Source: an optimization exercise on an open RTL-to-GDS flow (aim: small area, a short achievable clock period and few clock cycles). Production flows keep margins and buffers that such runs may drop.
No activity file was given, so power comes from the tool's default toggle rates.

==> build 59: inputs <==
==> flow/design.v <==
module sdio_spi_engine (
    input  wire        clk,
    input  wire        rst,             
    input  wire        op_valid,
    output wire        op_ready,
    input  wire [7:0]  op_sel,          
    input  wire [7:0]  op_index,
    input  wire [31:0] op_arg,
    input  wire [16:0] op_count,
    input  wire [9:0]  op_block_size,
    input  wire        op_mode,
    input  wire [1:0]  op_fn,
    input  wire [2:0]  op_width,
    output wire        res_valid,
    output wire [3:0]  res_code,
    output wire [7:0]  res_status,
    output wire [7:0]  res_stuff,
    output wire        ev_valid,
    output wire [2:0]  ev_kind,
    output reg  [7:0]  ev_tx,
    input  wire        ev_ready,
    input  wire [7:0]  ev_rx,
    input  wire        wd_valid,
    output wire        wd_ready,
    input  wire [7:0]  wd_data,
    output reg         rd_valid,
    output wire [7:0]  rd_data
);
    function [6:0] crc7_byte(input [6:0] acc, input [7:0] b);
        integer k;
        reg [6:0] r;
        reg fb;
        begin
            r = acc;
            for (k = 7; k >= 0; k = k - 1) begin
                fb = b[k] ^ r[6];
                r  = {r[5:0], 1'b0};
                if (fb) r = r ^ 7'h09;
            end
            crc7_byte = r;
        end
    endfunction
    function [15:0] crc16_byte(input [15:0] acc, input [7:0] b);
        integer k;
        reg [15:0] r;
        begin
            r = acc ^ {b, 8'h00};
            for (k = 0; k < 8; k = k + 1) begin
                if (r[15]) r = {r[14:0], 1'b0} ^ 16'h1021;
                else       r = {r[14:0], 1'b0};
            end
            crc16_byte = r;
        end
    endfunction
    localparam [5:0] S_CS1   = {3'd0, 3'd0},    
                     S_CS0   = {3'd0, 3'd1},    
                     S_CTX   = {3'd0, 3'd2},    
                     S_PTOK  = {3'd1, 3'd2},    
                     S_PDAT  = {3'd2, 3'd2},    
                     S_PCRC  = {3'd3, 3'd2},    
                     S_PSTOP = {3'd4, 3'd2},    
                     S_RDY   = {3'd0, 3'd3},    
                     S_RESP  = {3'd1, 3'd3},    
                     S_STUFF = {3'd2, 3'd3},    
                     S_GTOK  = {3'd3, 3'd3},    
                     S_GPAY  = {3'd4, 3'd3},    
                     S_GCRC  = {3'd5, 3'd3},    
                     S_DRT   = {3'd6, 3'd3},    
                     S_FIN   = {3'd7, 3'd3},    
                     S_CRIT1 = {3'd0, 3'd4},
                     S_CRIT0 = {3'd0, 3'd5},
                     S_IDLE  = {3'd0, 3'd6},
                     S_PWAIT = {3'd1, 3'd6},    
                     S_FAULT = {3'd0, 3'd7},    
                     S_DONE  = {3'd1, 3'd7};    
    localparam [2:0] R_SUCCESS       = 3'd0,
                     R_UNSPECIFIED   = 3'd1,
                     R_NOT_READY     = 3'd2,
                     R_INV_RESP      = 3'd3,
                     R_INV_RESP_DATA = 3'd4,
                     R_INV_CRC       = 3'd5,
                     R_TIMEOUT       = 3'd6;
    localparam [1:0] T_CMD = 2'd0, T_SET = 2'd1, T_GET = 2'd2, T_PUT = 2'd3;
    reg [5:0]  state;
    reg [1:0]  optype;
    reg [2:0]  idx;        
    reg [1:0]  step;       
    reg [2:0]  res;
    reg [9:0]  cnt;        
    reg [15:0] crc;        
    reg [31:0] u;
    wire acc = ev_valid & ev_ready;
    wire rx_ff = (ev_rx == 8'hFF);
    wire cnt1  = (cnt == 10'd1);
    wire [16:0] rem = u[16:0];
    wire rem1 = (rem == 17'd1);
    wire rem0 = (rem == 17'd0);
    function [16:0] dec17(input [16:0] a);
        integer i;
        begin
            dec17[0] = ~a[0];
            for (i = 1; i < 17; i = i + 1)
                dec17[i] = a[i] ^ ((a & ((17'd1 << i) - 17'd1)) == 17'd0);
        end
    endfunction
    function [9:0] dec10(input [9:0] a);
        integer i;
        begin
            dec10[0] = ~a[0];
            for (i = 1; i < 10; i = i + 1)
                dec10[i] = a[i] ^ ((a & ((10'd1 << i) - 10'd1)) == 10'd0);
        end
    endfunction
    wire [16:0] rem_dec = dec17(rem);
    wire [9:0]  cnt_dec = dec10(cnt);
    wire is63 = idx[1];
    wire is53 = idx[0] & ~idx[1];
    assign ev_valid = ~(state[2] & state[1]);
    assign ev_kind  = state[2:0];
    assign op_ready = (state == S_IDLE);
    assign res_valid = (state[2:0] == 3'd7);
    assign res_code  = state[3] ? {1'b0, res} : 4'd8;
    assign res_status = u[15:8];
    assign res_stuff  = ev_tx;     
    assign rd_data   = ev_tx;      
    assign wd_ready  = (state == S_PWAIT) |
                       (((state == S_PTOK) | ((state == S_PDAT) & ~cnt1)) & ev_ready);
    wire [5:0] ix = op_index[5:0];
    wire idx_ok   = (op_index[7:6] == 2'b00) &&
                    ((ix == 6'd0) || (ix[5:1] == 5'b11010) || (ix == 6'd63));
    wire bs_ok    = op_block_size[9] == (op_block_size[8:0] == 9'd0);
    wire width_ok = (op_width == 3'd1) || (op_width == 3'd2) || (op_width == 3'd4);
    wire fn_ok    = op_fn[1] ^ op_fn[0];
    wire cnt_nz   = (op_count != 17'd0);
    wire cnt_le512 = (op_count[16:10] == 7'd0) && (!op_count[9] || op_count[8:0] == 9'd0);
    wire put_ok   = cnt_nz && (op_mode ? bs_ok : cnt_le512);
    wire [7:0] fb0 = {2'b01, idx[2], idx[2], idx[1], idx[2], idx[1], idx[0]};
    wire is_set = (optype == T_SET);
    wire [1:0] aw_fn   = u[3:2];
    wire [1:0] aw_code = u[1:0];
    wire [7:0] fb1 = is_set ? {1'b1, aw_fn, 5'b00010} : u[31:24];
    wire [7:0] fb2 = is_set ? 8'h00 : u[23:16];
    wire [7:0] fb3 = is_set ? {5'b00000, step, 1'b0} : u[15:8];
    wire [7:0] fb4 = is_set ? ((step == 2'd0) ? u[23:16] :
                               (step == 2'd1) ? u[31:24] : {6'd0, aw_code}) : u[7:0];
    wire [6:0] crc7_nx = crc7_byte(crc[6:0], ev_tx);
    wire [7:0] fb5 = is63 ? 8'hFF : {crc7_nx, 1'b1};
    wire [15:0] crc16_nx = crc16_byte(crc, ev_tx);
    wire [2:0] drt_res = (ev_tx == 8'hEB || ev_tx == 8'hED) ? R_INV_RESP :
                         (ev_tx == 8'hFF) ? R_TIMEOUT : R_UNSPECIFIED;
    wire take = wd_valid & wd_ready;
    always @(posedge clk) begin
        if (state == S_CS1 || state == S_RDY)
            ev_tx <= (optype == T_PUT) ? (u[27] ? 8'hFC : 8'hFE) : fb0;
        else if (ev_kind == 3'd3 && ev_ready)
            ev_tx <= ev_rx;
        else if (take)
            ev_tx <= wd_data;
        else if (ev_ready) begin
            case (state)
                S_CTX:
                    case (cnt[2:0])
                        3'd6:    ev_tx <= fb1;
                        3'd5:    ev_tx <= fb2;
                        3'd4:    ev_tx <= fb3;
                        3'd3:    ev_tx <= fb4;
                        default: ev_tx <= fb5;
                    endcase
                S_PDAT:  ev_tx <= crc16_nx[15:8];
                S_PCRC:  ev_tx <= crc[7:0];
                S_CRIT0: ev_tx <= 8'hFD;
                default: ;
            endcase
        end
    end
    always @(posedge clk) begin
        rd_valid <= ~rst & (state == S_GPAY) & ev_ready;
        if (rst) begin
            state <= S_IDLE;
        end else begin
            case (state)
            S_IDLE: begin
                if (op_valid) begin
                    res  <= R_SUCCESS;
                    step <= 2'd0;
                    u    <= op_arg;
                    case (op_sel)
                        8'h10: begin
                            optype <= T_CMD;
                            idx    <= {op_index[4], op_index[3], op_index[0]};
                            state  <= idx_ok ? S_CS1 : S_FAULT;
                        end
                        8'h30: begin
                            optype <= T_SET;
                            idx    <= 3'b100;
                            u[3:0] <= {op_fn, op_width[2], op_width[1]};
                            state  <= (width_ok && fn_ok) ? S_CS1 : S_FAULT;
                        end
                        8'h20: begin
                            optype    <= T_GET;
                            u[16:0]   <= op_count;
                            u[26:17]  <= op_block_size;
                            state     <= bs_ok ? S_CS1 : S_FAULT;
                        end
                        8'h21: begin
                            optype    <= T_PUT;
                            u[16:0]   <= op_count;
                            u[26:17]  <= op_block_size;
                            u[27]     <= op_mode && (op_count[16:1] != 16'd0);
                            u[28]     <= op_mode;
                            state     <= put_ok ? S_CS1 : S_FAULT;
                        end
                        default: state <= S_FAULT;
                    endcase
                end
            end
            S_FAULT, S_DONE: state <= S_IDLE;
            S_CS1: if (ev_ready) begin
                cnt <= 10'd200;
                if (optype == T_GET) begin
                    state <= rem0 ? S_CS0 : S_GTOK;
                end else if (optype == T_CMD && is63) begin
                    cnt   <= 10'd6;
                    state <= S_CTX;
                end else begin
                    state <= S_RDY;
                end
            end
            S_RDY: begin
                crc <= 16'h0000;                if (ev_ready) begin
                    if (rx_ff) begin
                        cnt   <= 10'd6;
                        state <= (optype == T_PUT) ? S_PTOK : S_CTX;
                    end else if (cnt1) begin
                        res   <= R_NOT_READY;
                        cnt   <= 10'd255;
                        state <= (optype == T_PUT) ? S_FIN : S_CS0;
                    end else begin
                        cnt <= cnt_dec;
                    end
                end
            end
            S_CTX: if (ev_ready) begin
                crc[6:0] <= crc7_nx;
                cnt      <= cnt_dec;
                if (cnt1) begin
                    cnt   <= 10'd200;
                    state <= S_RESP;
                end
            end
            S_RESP: if (ev_ready) begin
                u[15:8] <= ev_rx;
                res     <= (ev_rx != 8'h00) ? R_INV_RESP : R_SUCCESS;
                cnt     <= cnt_dec;
                if (!rx_ff || cnt1) state <= S_STUFF;
            end
            S_STUFF: if (ev_ready) begin
                if (res == R_SUCCESS && is53 && ev_rx != 8'h00)
                    res <= R_INV_RESP_DATA;
                state <= S_CS0;
            end
            S_CS0: if (ev_ready) begin
                if (is_set && step != 2'd2 && res == R_SUCCESS) begin
                    step  <= step + 2'd1;
                    state <= S_CS1;
                end else begin
                    state <= S_DONE;
                end
            end
            S_GTOK: begin
                crc <= 16'hFE00;
                if (ev_ready) begin
                    cnt <= cnt_dec;
                    if (ev_rx == 8'hFE) begin
                        cnt   <= u[26:17];
                        state <= S_GPAY;
                    end else if (cnt1) begin
                        res   <= R_TIMEOUT;
                        state <= S_CS0;
                    end
                end
            end
            S_GPAY: if (ev_ready) begin
                crc     <= crc16_nx;
                u[16:0] <= rem_dec;
                cnt     <= cnt_dec;
                if (cnt1 || rem1) begin
                    cnt   <= 10'd2;
                    state <= S_GCRC;
                end
            end
            S_GCRC: if (ev_ready) begin
                crc   <= crc16_nx;
                cnt   <= cnt_dec;
                if (cnt1) begin
                    if ({ev_tx, ev_rx} != crc) begin
                        res   <= R_INV_CRC;
                        state <= S_CS0;
                    end else if (rem0) begin
                        state <= S_CS0;
                    end else begin
                        cnt   <= 10'd200;
                        state <= S_GTOK;
                    end
                end
            end
            S_PTOK: if (ev_ready) begin
                cnt <= u[28] ? u[26:17] : u[9:0];
                state <= wd_valid ? S_PDAT : S_PWAIT;
            end
            S_PWAIT: if (wd_valid) state <= S_PDAT;
            S_PDAT: if (ev_ready) begin
                cnt <= cnt_dec;
                crc <= crc16_nx;
                if (cnt1) begin
                    cnt   <= 10'd2;
                    state <= S_PCRC;
                end else if (!wd_valid) begin
                    state <= S_PWAIT;
                end
            end
            S_PCRC: if (ev_ready) begin
                cnt   <= cnt_dec;
                if (cnt1) state <= S_CRIT1;
            end
            S_CRIT1: if (ev_ready) begin
                cnt   <= 10'd4;
                state <= S_DRT;
            end
            S_DRT: if (ev_ready) begin
                cnt   <= cnt_dec;
                if (!rx_ff || cnt1) state <= S_CRIT0;
            end
            S_CRIT0: if (ev_ready) begin
                cnt <= 10'd255;
                if (ev_tx != 8'hE5) begin
                    res   <= drt_res;
                    state <= S_FIN;
                end else if (!u[28] || rem1) begin
                    state <= u[27] ? S_PSTOP : S_FIN;
                end else begin
                    u[16:0] <= rem_dec;
                    cnt     <= 10'd200;
                    state   <= S_RDY;
                end
            end
            S_PSTOP: if (ev_ready) begin
                cnt   <= 10'd255;
                state <= S_FIN;
            end
            S_FIN: if (ev_ready) begin
                cnt <= cnt_dec;
                if (rx_ff || cnt1) state <= S_CS0;
            end
            default: state <= S_IDLE;
            endcase
        end
    end
endmodule
==> flow/flow/run.sh <==
#!/bin/bash
# Layout flow: the standard ORFS flow, with the port buffers that
# buffer_ports inserts made from plain sky130_fd_sc_hd__buf_1 cells
# instead of the delay-buffer cell it picks by default. The make output
# of every step goes to standard.log; ORFS keeps each tool's own log
# under orfs/logs/.
set -euo pipefail
export BUFFER_PORTS_ARGS="-buffer_cell sky130_fd_sc_hd__buf_1"
bash standard.sh finish > standard.log 2>&1
==> flow/standard.sh <==
#!/bin/bash
# synth_recipe.tcl (not shown) runs the flow's synth.tcl, then flattens the netlist and writes it again
# the make line also repeats each setting of config.mk as NAME=value (left out here)
make -C /OpenROAD-flow-scripts/flow DESIGN_CONFIG=/design/flow/config.mk WORK_HOME=/design/flow/orfs CLKGATE_MAP_FILE= SYNTH_SCRIPT=/design/flow/synth_recipe.tcl "${@:-finish}"
==> flow/config.mk <==
export PLATFORM = sky130hd
export DESIGN_NAME = sdio_spi_engine
export DESIGN_NICKNAME = sdio_spi_engine
export VERILOG_FILES = /design/flow/design.v
export SDC_FILE = /design/flow/constraint.sdc
export NUM_CORES = 4
export LEC_CHECK = 0
export CAP_MARGIN = 20
export CORE_MARGIN = 2
export CORE_UTILIZATION = 40
export SETUP_SLACK_MARGIN = 2.6
export SLEW_MARGIN = 20
==> flow/constraint.sdc <==
create_clock -name core_clock -period 5.0 [get_ports {clk}]
set_input_delay 1.0000 -clock core_clock [delete_from_list [all_inputs] [get_ports {clk}]]
set_output_delay 1.0000 -clock core_clock [all_outputs]
set_load 0.01 [all_outputs]
==> inputs of build 51, as changes to build 59 <==
--- a/flow/design.v
+++ b/flow/design.v
@@ -73,4 +73,3 @@
                      S_PWAIT = {3'd1, 3'd6},    
-                     S_FAULT = {3'd0, 3'd7},    
-                     S_DONE  = {3'd1, 3'd7};    
+                     S_DONE  = {3'd0, 3'd7};    
     localparam [2:0] R_SUCCESS       = 3'd0,
@@ -95,4 +94,3 @@
     wire [16:0] rem = u[16:0];
-    wire rem1 = (rem == 17'd1);
-    wire rem0 = (rem == 17'd0);
+    reg  rem1, rem0;
     function [16:0] dec17(input [16:0] a);
@@ -117,7 +115,8 @@
     wire is53 = idx[0] & ~idx[1];
-    assign ev_valid = ~(state[2] & state[1]);
+    reg fault;
+    assign ev_valid = ~(state[2] & state[1]) & ~fault;
     assign ev_kind  = state[2:0];
     assign op_ready = (state == S_IDLE);
-    assign res_valid = (state[2:0] == 3'd7);
-    assign res_code  = state[3] ? {1'b0, res} : 4'd8;
+    assign res_valid = (state == S_DONE);
+    assign res_code  = {fault, res};
     assign res_status = u[15:8];
@@ -136,2 +135,8 @@
     wire put_ok   = cnt_nz && (op_mode ? bs_ok : cnt_le512);
+    wire sel_data = op_sel[5] & ~op_sel[4];             
+    wire sel_hi0  = (op_sel[7:6] == 2'b00) && (op_sel[3:1] == 3'b000);
+    wire op_ok    = sel_hi0 && (
+                    (op_sel[5:4] == 2'b01 && !op_sel[0] && idx_ok) ||
+                    (op_sel[5:4] == 2'b11 && !op_sel[0] && width_ok && fn_ok) ||
+                    (op_sel[5:4] == 2'b10 && (op_sel[0] ? put_ok : bs_ok)));
     wire [7:0] fb0 = {2'b01, idx[2], idx[2], idx[1], idx[2], idx[1], idx[0]};
@@ -186,34 +191,27 @@
                     u    <= op_arg;
-                    case (op_sel)
-                        8'h10: begin
-                            optype <= T_CMD;
-                            idx    <= {op_index[4], op_index[3], op_index[0]};
-                            state  <= idx_ok ? S_CS1 : S_FAULT;
-                        end
-                        8'h30: begin
-                            optype <= T_SET;
+                    rem1 <= (op_count == 17'd1);
+                    rem0 <= (op_count == 17'd0);
+                    state <= S_CS1;
+                    fault <= !op_ok;
+                    if (sel_data) begin
+                        optype   <= {1'b1, op_sel[0]};
+                        u[16:0]  <= op_count;
+                        u[26:17] <= op_block_size;
+                        u[27]    <= op_mode && (op_count[16:1] != 16'd0);
+                        u[28]    <= op_mode;
+                    end else begin
+                        optype <= {1'b0, op_sel[5]};
+                        if (op_sel[5]) begin
                             idx    <= 3'b100;
                             u[3:0] <= {op_fn, op_width[2], op_width[1]};
-                            state  <= (width_ok && fn_ok) ? S_CS1 : S_FAULT;
-                        end
-                        8'h20: begin
-                            optype    <= T_GET;
-                            u[16:0]   <= op_count;
-                            u[26:17]  <= op_block_size;
-                            state     <= bs_ok ? S_CS1 : S_FAULT;
-                        end
-                        8'h21: begin
-                            optype    <= T_PUT;
-                            u[16:0]   <= op_count;
-                            u[26:17]  <= op_block_size;
-                            u[27]     <= op_mode && (op_count[16:1] != 16'd0);
-                            u[28]     <= op_mode;
-                            state     <= put_ok ? S_CS1 : S_FAULT;
+                        end else begin
+                            idx    <= {op_index[4], op_index[3], op_index[0]};
                         end
-                        default: state <= S_FAULT;
-                    endcase
+                    end
                 end
             end
-            S_FAULT, S_DONE: state <= S_IDLE;
-            S_CS1: if (ev_ready) begin
+            S_DONE: state <= S_IDLE;
+            S_CS1: if (fault) begin
+                state <= S_DONE;
+            end else if (ev_ready) begin
                 cnt <= 10'd200;
@@ -285,2 +283,4 @@
                 u[16:0] <= rem_dec;
+                rem1    <= (rem == 17'd2);
+                rem0    <= rem1;
                 cnt     <= cnt_dec;
@@ -342,2 +342,4 @@
                     u[16:0] <= rem_dec;
+                    rem1    <= (rem == 17'd2);
+                    rem0    <= rem1;
                     cnt     <= 10'd200;
--- a/flow/config.mk
+++ b/flow/config.mk
@@ -10,3 +10,3 @@
 export CORE_UTILIZATION = 40
-export SETUP_SLACK_MARGIN = 2.6
+export SETUP_SLACK_MARGIN = 2.3
 export SLEW_MARGIN = 20
==> inputs of build 26, as changes to build 59 <==
--- a/flow/design.v
+++ b/flow/design.v
@@ -123,3 +123,3 @@
     assign res_status = u[15:8];
-    assign res_stuff  = ev_tx;     
+    assign res_stuff  = u[7:0];
     assign rd_data   = ev_tx;      
@@ -148,29 +148,5 @@
     wire [15:0] crc16_nx = crc16_byte(crc, ev_tx);
-    wire [2:0] drt_res = (ev_tx == 8'hEB || ev_tx == 8'hED) ? R_INV_RESP :
-                         (ev_tx == 8'hFF) ? R_TIMEOUT : R_UNSPECIFIED;
-    wire take = wd_valid & wd_ready;
-    always @(posedge clk) begin
-        if (state == S_CS1 || state == S_RDY)
-            ev_tx <= (optype == T_PUT) ? (u[27] ? 8'hFC : 8'hFE) : fb0;
-        else if (ev_kind == 3'd3 && ev_ready)
-            ev_tx <= ev_rx;
-        else if (take)
-            ev_tx <= wd_data;
-        else if (ev_ready) begin
-            case (state)
-                S_CTX:
-                    case (cnt[2:0])
-                        3'd6:    ev_tx <= fb1;
-                        3'd5:    ev_tx <= fb2;
-                        3'd4:    ev_tx <= fb3;
-                        3'd3:    ev_tx <= fb4;
-                        default: ev_tx <= fb5;
-                    endcase
-                S_PDAT:  ev_tx <= crc16_nx[15:8];
-                S_PCRC:  ev_tx <= crc[7:0];
-                S_CRIT0: ev_tx <= 8'hFD;
-                default: ;
-            endcase
-        end
-    end
+    wire [2:0] drt_res = (ev_rx == 8'hE5) ? R_SUCCESS :
+                         (ev_rx == 8'hEB || ev_rx == 8'hED) ? R_INV_RESP :
+                         rx_ff ? R_TIMEOUT : R_UNSPECIFIED;
     always @(posedge clk) begin
@@ -206,6 +182,5 @@
                             optype    <= T_PUT;
-                            u[16:0]   <= op_count;
-                            u[26:17]  <= op_block_size;
+                            u[16:0]   <= op_mode ? op_count : 17'd1;
+                            u[26:17]  <= op_mode ? op_block_size : op_count[9:0];
                             u[27]     <= op_mode && (op_count[16:1] != 16'd0);
-                            u[28]     <= op_mode;
                             state     <= put_ok ? S_CS1 : S_FAULT;
@@ -222,2 +197,3 @@
                 end else if (optype == T_CMD && is63) begin
+                    ev_tx <= fb0;
                     cnt   <= 10'd6;
@@ -229,3 +205,5 @@
             S_RDY: begin
-                crc <= 16'h0000;                if (ev_ready) begin
+                crc <= 16'h0000;
+                ev_tx <= (optype == T_PUT) ? (u[27] ? 8'hFC : 8'hFE) : fb0;
+                if (ev_ready) begin
                     if (rx_ff) begin
@@ -245,2 +223,9 @@
                 cnt      <= cnt_dec;
+                case (cnt[2:0])
+                    3'd6:    ev_tx <= fb1;
+                    3'd5:    ev_tx <= fb2;
+                    3'd4:    ev_tx <= fb3;
+                    3'd3:    ev_tx <= fb4;
+                    default: ev_tx <= fb5;
+                endcase
                 if (cnt1) begin
@@ -257,2 +242,3 @@
             S_STUFF: if (ev_ready) begin
+                if (!is_set) u[7:0] <= ev_rx;
                 if (res == R_SUCCESS && is53 && ev_rx != 8'h00)
@@ -272,2 +258,3 @@
                 if (ev_ready) begin
+                    ev_tx <= ev_rx;
                     cnt <= cnt_dec;
@@ -284,2 +271,3 @@
                 crc     <= crc16_nx;
+                ev_tx   <= ev_rx;
                 u[16:0] <= rem_dec;
@@ -293,2 +281,3 @@
                 crc   <= crc16_nx;
+                ev_tx <= ev_rx;
                 cnt   <= cnt_dec;
@@ -307,6 +296,14 @@
             S_PTOK: if (ev_ready) begin
-                cnt <= u[28] ? u[26:17] : u[9:0];
-                state <= wd_valid ? S_PDAT : S_PWAIT;
+                cnt <= u[26:17];
+                if (wd_valid) begin
+                    ev_tx <= wd_data;
+                    state <= S_PDAT;
+                end else begin
+                    state <= S_PWAIT;
+                end
+            end
+            S_PWAIT: if (wd_valid) begin
+                ev_tx <= wd_data;
+                state <= S_PDAT;
             end
-            S_PWAIT: if (wd_valid) state <= S_PDAT;
             S_PDAT: if (ev_ready) begin
@@ -315,5 +312,8 @@
                 if (cnt1) begin
+                    ev_tx <= crc16_nx[15:8];
                     cnt   <= 10'd2;
                     state <= S_PCRC;
-                end else if (!wd_valid) begin
+                end else if (wd_valid) begin
+                    ev_tx <= wd_data;
+                end else begin
                     state <= S_PWAIT;
@@ -322,2 +322,3 @@
             S_PCRC: if (ev_ready) begin
+                ev_tx <= crc[7:0];
                 cnt   <= cnt_dec;
@@ -330,4 +331,7 @@
             S_DRT: if (ev_ready) begin
-                cnt   <= cnt_dec;
-                if (!rx_ff || cnt1) state <= S_CRIT0;
+                cnt <= cnt_dec;
+                if (!rx_ff || cnt1) begin
+                    res   <= drt_res;
+                    state <= S_CRIT0;
+                end
             end
@@ -335,6 +339,6 @@
                 cnt <= 10'd255;
-                if (ev_tx != 8'hE5) begin
-                    res   <= drt_res;
+                ev_tx <= 8'hFD;
+                if (res != R_SUCCESS) begin
                     state <= S_FIN;
-                end else if (!u[28] || rem1) begin
+                end else if (rem1) begin
                     state <= u[27] ? S_PSTOP : S_FIN;
==> flow/run.sh (new file) <==
#!/bin/bash
# synth_recipe.tcl (not shown) runs the flow's synth.tcl, then flattens the netlist and writes it again
# the make line also repeats each setting of config.mk as NAME=value (left out here)
make -C /OpenROAD-flow-scripts/flow DESIGN_CONFIG=/design/flow/config.mk WORK_HOME=/design/flow/orfs CLKGATE_MAP_FILE= SYNTH_SCRIPT=/design/flow/synth_recipe.tcl finish
--- a/flow/config.mk
+++ b/flow/config.mk
@@ -10,3 +10,3 @@
 export CORE_UTILIZATION = 40
-export SETUP_SLACK_MARGIN = 2.6
+export SETUP_SLACK_MARGIN = 2.0
 export SLEW_MARGIN = 20
removed: flow/flow/run.sh
removed: flow/standard.sh
==> summary.txt <==
In build 26 the first-iteration DRC count is lower than in build 51, by about 8%. Between build 51 and build 26, the lower clock skew is in build 51 (gap 4.2 ps). The lowest via count belongs to build 26, the highest to build 51. Final cell count: build 26 < build 59 < build 51. Synthesized area: build 59 < build 26 < build 51. The lowest fmax belongs to build 26, the highest to build 51. Setup slack, highest first: build 51, build 59, build 26. Design area, highest first: build 59, build 26, build 51. Sequential share of layout area: build 59 is lower than build 51 (2.5 points).
==> figures <==
quantity	build 51	build 26	build 59
Status	no timing/DRC/antenna violations	no timing/DRC/antenna violations	no timing/DRC/antenna violations
Total track usage	0.279	0.288	0.283
Mapped cell area	7730 sq um	7680 sq um	7140 sq um
Total power density per cell area	491 nW/um^2	392 nW/um^2	397 nW/um^2
Quantity of gates resized following cts	55	50	80
FF/Latch Area	2530 sq um	2440 sq um	2440 sq um
Detailed-route vias per instance	6.18	6.31	6.18
Instance area after placement	8240 sq um	9090 sq um	7910 sq um
Number of multi-input combinational cells in the layout	723	730	693
Starting density of the core	0.411	0.409	0.412
Number of detailed-routing iterations run before antenna repair	8	6	8
Clock power frac	0.154	0.168	0.173
Setup WS post-layout	2200 ps	1970 ps	2070 ps
Final wirelength	28900 um	29300 um	27900 um
Number of core rows	50	50	48
Flops & latches, synth	86	83	83
Reg2reg end	state[0]	cnt[7]	state[1]
Arrival time of the worst setup path	1800 ps	2030 ps	1930 ps
Later-pin clock latency in the skew report	360 ps	360 ps	370 ps
Share of cells above drive strength 1	0.138	0.0994	0.261
Function was not checked in any run of this note: the RTL went through the layout flow alone.

==> re-timing with driven ports <==
No port has a modelled driver above. Below, the same layouts with a new extraction and two added sets of constraints.
Step 1 sets driving cells, clkbuf_16 on the clock port and buf_2 on the other inputs (assumed; they add their load-dependent delay and slew).
Step 2 adds t to the input delays and takes it off the output delays; t is the mean of the earliest and latest rising clock arrival at the registers after step 1. Input paths then give back, and output paths get back, about the clock's delay inside the block.
Three values: ideal, step 1, step 2; two values: the first two.
run | t, ns | setup WS [ns] | hold WS [ns] | worst slew at a driven data input, ns
build 59 | 0.409 | 2.067 / 2.020 / 1.673 | 0.505 / 0.505 / 0.505 | 0.04
build 51 | 0.399 | 2.201 / 2.177 / 2.012 | 0.653 / 0.653 / 0.653 | 0.04
build 26 | 0.403 | 1.965 / 1.934 / 1.725 | 0.642 / 0.642 / 0.642 | 0.05
After both steps every run listed still meets setup and hold. For build 59, which loses most, drivers alone change the setup slack by -0.047 ns; drivers and shift together by -0.394 ns.
